What follows belongs to an exercise in optimizing a design on an open flow for small area, a short achievable clock period and few clock cycles; a production flow would make more cautious choices. Function was checked by simulation only, so behaviour that the tests miss may differ from the original.

before:
// wb_estimator
module wb_estimator (
    input  wire        clk,
    input  wire        rst,
    input  wire        start,
    input  wire [15:0] cfg_width,
    input  wire [15:0] cfg_height,
    input  wire [15:0] cfg_n,        
    input  wire [15:0] cfg_m,        
    input  wire [31:0] cfg_seed,
    output wire        busy,
    output reg         req_valid,
    input  wire        req_ready,
    output reg  [15:0] req_x,
    output reg  [15:0] req_y,
    input  wire        rsp_valid,
    input  wire [9:0]  rsp_r,
    input  wire [9:0]  rsp_g,
    input  wire [9:0]  rsp_b,
    output reg         done,
    output reg  [1:0]  status,       
    output reg  [31:0] gain_r,
    output reg  [31:0] gain_g,
    output reg  [31:0] gain_b,
    output wire [31:0] seed_out
);
    localparam ST_OK       = 2'd0;
    localparam ST_GUARDED  = 2'd1;
    localparam ST_REJECTED = 2'd2;
    localparam P_RUN  = 2'd0;        
    localparam P_SQ   = 2'd1;        
    localparam P_SQRT = 2'd2;        
    localparam P_DIV  = 2'd3;        
    reg         busy_i;              
    reg         busy_o;              
    assign busy = busy_o;
    wire        finish;              
    reg         gen_on;              
    reg         v_val;               
  ...
Size in the first run: ~6,200 cells after synthesis, ~620 flip-flops, about 58,000 µm² of cells after synthesis.
Settings: LEC_CHECK=0, CAP_MARGIN=20, CORE_MARGIN=2, CORE_UTILIZATION=60, SLEW_MARGIN=20; clock period 30.0 ns.
standard.sh (not shown) runs the stock make flow with config.mk's settings and CLKGATE_MAP_FILE= SYNTH_SCRIPT=/design/flow/synth_recipe.tcl, a recipe that flattens the netlist after the stock synthesis.
==> flow/flow/run.sh <==
#!/bin/bash
# The standard layout (the standard flow's config.mk, constraints and synthesis,
# called through standard.sh), with one change: the timing repair that ORFS
# runs after clock-tree synthesis and after global routing aims at a setup
# slack of 22.8 ns on the design's 30 ns clock instead of 0 ns, so that it
# sizes the port buffers and the slowest paths for an achieved period of
# about 7.2 ns. make's full output goes to standard.log; each ORFS step keeps
# its own log under orfs/logs/.
set -euo pipefail
export SETUP_SLACK_MARGIN=22.8
bash standard.sh > standard.log 2>&1
Testbench counts of before, summed over its fixed seeds: cycles 25,470.
Input changes introduced in after (baseline for comparison: before):
--- a/flow/design.v
+++ b/flow/design.v
@@ -455,16 +455,15 @@
     assign co = gc[W];
 endmodule
 module wb_lcg2 (
     input  wire [31:0] s,
     output wire [30:0] seed1,    
     output wire [31:0] seed2     
 );
-    wire [31:0] m7; wire m7_co;
-    wb_add #(32) u_m7 (.a({s[28:0], 3'd0}), .b(~s), .ci(1'b1), .s(m7), .co(m7_co));
+    wire [31:0] m7 = {s[28:0], 3'd0} - s;
     wire hs1 = s[19] ^ ~s[17];
     wire hc2 = s[19] & ~s[17];
     wire hs3 = s[20] ^ ~s[18];
     wire hc4 = s[20] & ~s[18];
     wire hs5 = s[21] ^ ~s[19];
     wire hc6 = s[21] & ~s[19];
     wire hs7 = s[22] ^ ~s[20];
@@ -669,16 +668,15 @@
     wire fc206 = fc86 & fs147 | fc146 & (fc86 ^ fs147);
     wire fs207 = fc90 ^ fs149 ^ fc148;
     wire fc208 = fc90 & fs149 | fc148 & (fc90 ^ fs149);
     wire fs209 = fc94 ^ fs151 ^ fc150;
     wire fc210 = fc94 & fs151 | fc150 & (fc94 ^ fs151);
     wire [30:0] seed1_a = {fs209 , fs207 , fs205 , fs203 , fs201 , fs199 , fs197 , fs195 , fs193 , fs191 , fs189 , fs187 , fs185 , fs183 , fs181 , fs179 , fs177 , fs175 , fs173 , fs171 , fs169 , fs167 , fs165 , fs163 , fs161 , fs159 , fs157 , fs155 , 1'b1 , s[1] , s[0]};
     wire [30:0] seed1_b = {fc208 , fc206 , fc204 , fc202 , fc200 , fc198 , fc196 , fc194 , fc192 , fc190 , fc188 , fc186 , fc184 , fc182 , fc180 , fc178 , fc176 , fc174 , fc172 , fc170 , fc168 , fc166 , fc164 , fc162 , fc160 , fc158 , fc156 , hc154 , hs153 , 1'b0 , 1'b1};
-    wire seed1_co;
-    wb_add #(31) u_seed1 (.a(seed1_a), .b(seed1_b), .ci(1'b0), .s(seed1), .co(seed1_co));
+    assign seed1 = seed1_a + seed1_b;
     wire hs211 = ~s[9] ^ s[3];
     wire hc212 = ~s[9] & s[3];
     wire fs213 = ~s[10] ^ s[4] ^ s[2];
     wire fc214 = ~s[10] & s[4] | s[2] & (~s[10] ^ s[4]);
     wire fs215 = ~s[11] ^ s[5] ^ s[3];
     wire fc216 = ~s[11] & s[5] | s[3] & (~s[11] ^ s[5]);
     wire fs217 = ~s[12] ^ s[6] ^ s[4];
@@ -913,10 +911,9 @@
     wire fc446 = fc338 & fs389 | fc388 & (fc338 ^ fs389);
     wire fs447 = fc342 ^ fs391 ^ fc390;
     wire fc448 = fc342 & fs391 | fc390 & (fc342 ^ fs391);
     wire fs449 = fc346 ^ fs393 ^ fc392;
     wire fc450 = fc346 & fs393 | fc392 & (fc346 ^ fs393);
     wire [31:0] seed2_a = {fs449 , fs447 , fs445 , fs443 , fs441 , fs439 , fs437 , fs435 , fs433 , fs431 , fs429 , fs427 , fs425 , fs423 , fs421 , fs419 , fs417 , fs415 , fs413 , fs411 , fs409 , fs407 , fs405 , hs403 , hs401 , fs399 , fs397 , m7[0] , 1'b1 , 1'b1 , 1'b1 , 1'b1};
     wire [31:0] seed2_b = {fc448 , fc446 , fc444 , fc442 , fc440 , fc438 , fc436 , fc434 , fc432 , fc430 , fc428 , fc426 , fc424 , fc422 , fc420 , fc418 , fc416 , fc414 , fc412 , fc410 , fc408 , fc406 , hc404 , hc402 , fc400 , fc398 , hc396 , hs395 , ~m7[3] , ~m7[2] , ~m7[1] , ~m7[0]};
-    wire seed2_co;
-    wb_add #(32) u_seed2 (.a(seed2_a), .b(seed2_b), .ci(1'b0), .s(seed2), .co(seed2_co));
+    assign seed2 = seed2_a + seed2_b;
 endmodule
## What came out
- Taking before as the reference point, the height of the die of after rises by 0.69%.
- before → after: die boundary width went up about 0.7%, highest attainable clock frequency held, clock-buffer cell count went down 2, routing usage on met1 went up 0.51 points.
- Compared with before, after shows post-placement cell area that has gone up slightly.
- Looking only at die area, and setting everything else aside, the higher value of after and before goes to after.
Testbench counts of after, summed over its fixed seeds: cycles 25,470.

[static timing again, ports no longer ideal]
Ports are ideal in the flow. The routed layouts listed here were re-timed in OpenROAD.
Step 1, drivers: a clkbuf_16 drives clk and a buf_2 each remaining input, both assumed.
Step 2, shift: input delay + t, output delay - t, t = (earliest + latest rising clock arrival at the registers) / 2. This alone moves slack from input paths to output paths.
a / b / c = no drivers / after step 1 / after step 2; a / b = the first two.
| run | t (ns) | slack for setup (ns) | clock arrival spread, ns | worst data-port slew with drivers (ns) | cell pins on the clock port's net |
|---|---|---|---|---|---|
| before | 0.744 | 22.643 / 22.565 / 22.110 | 0.031 / 0.031 | 0.09 | 1 |
| after | 0.717 | 22.639 / 22.564 / 22.429 | 0.035 / 0.034 | 0.07 | 1 |
After both steps every run listed still meets setup and hold. The setup slack of before, which loses most, moves by -0.078 ns with the drivers and by -0.533 ns with both steps.
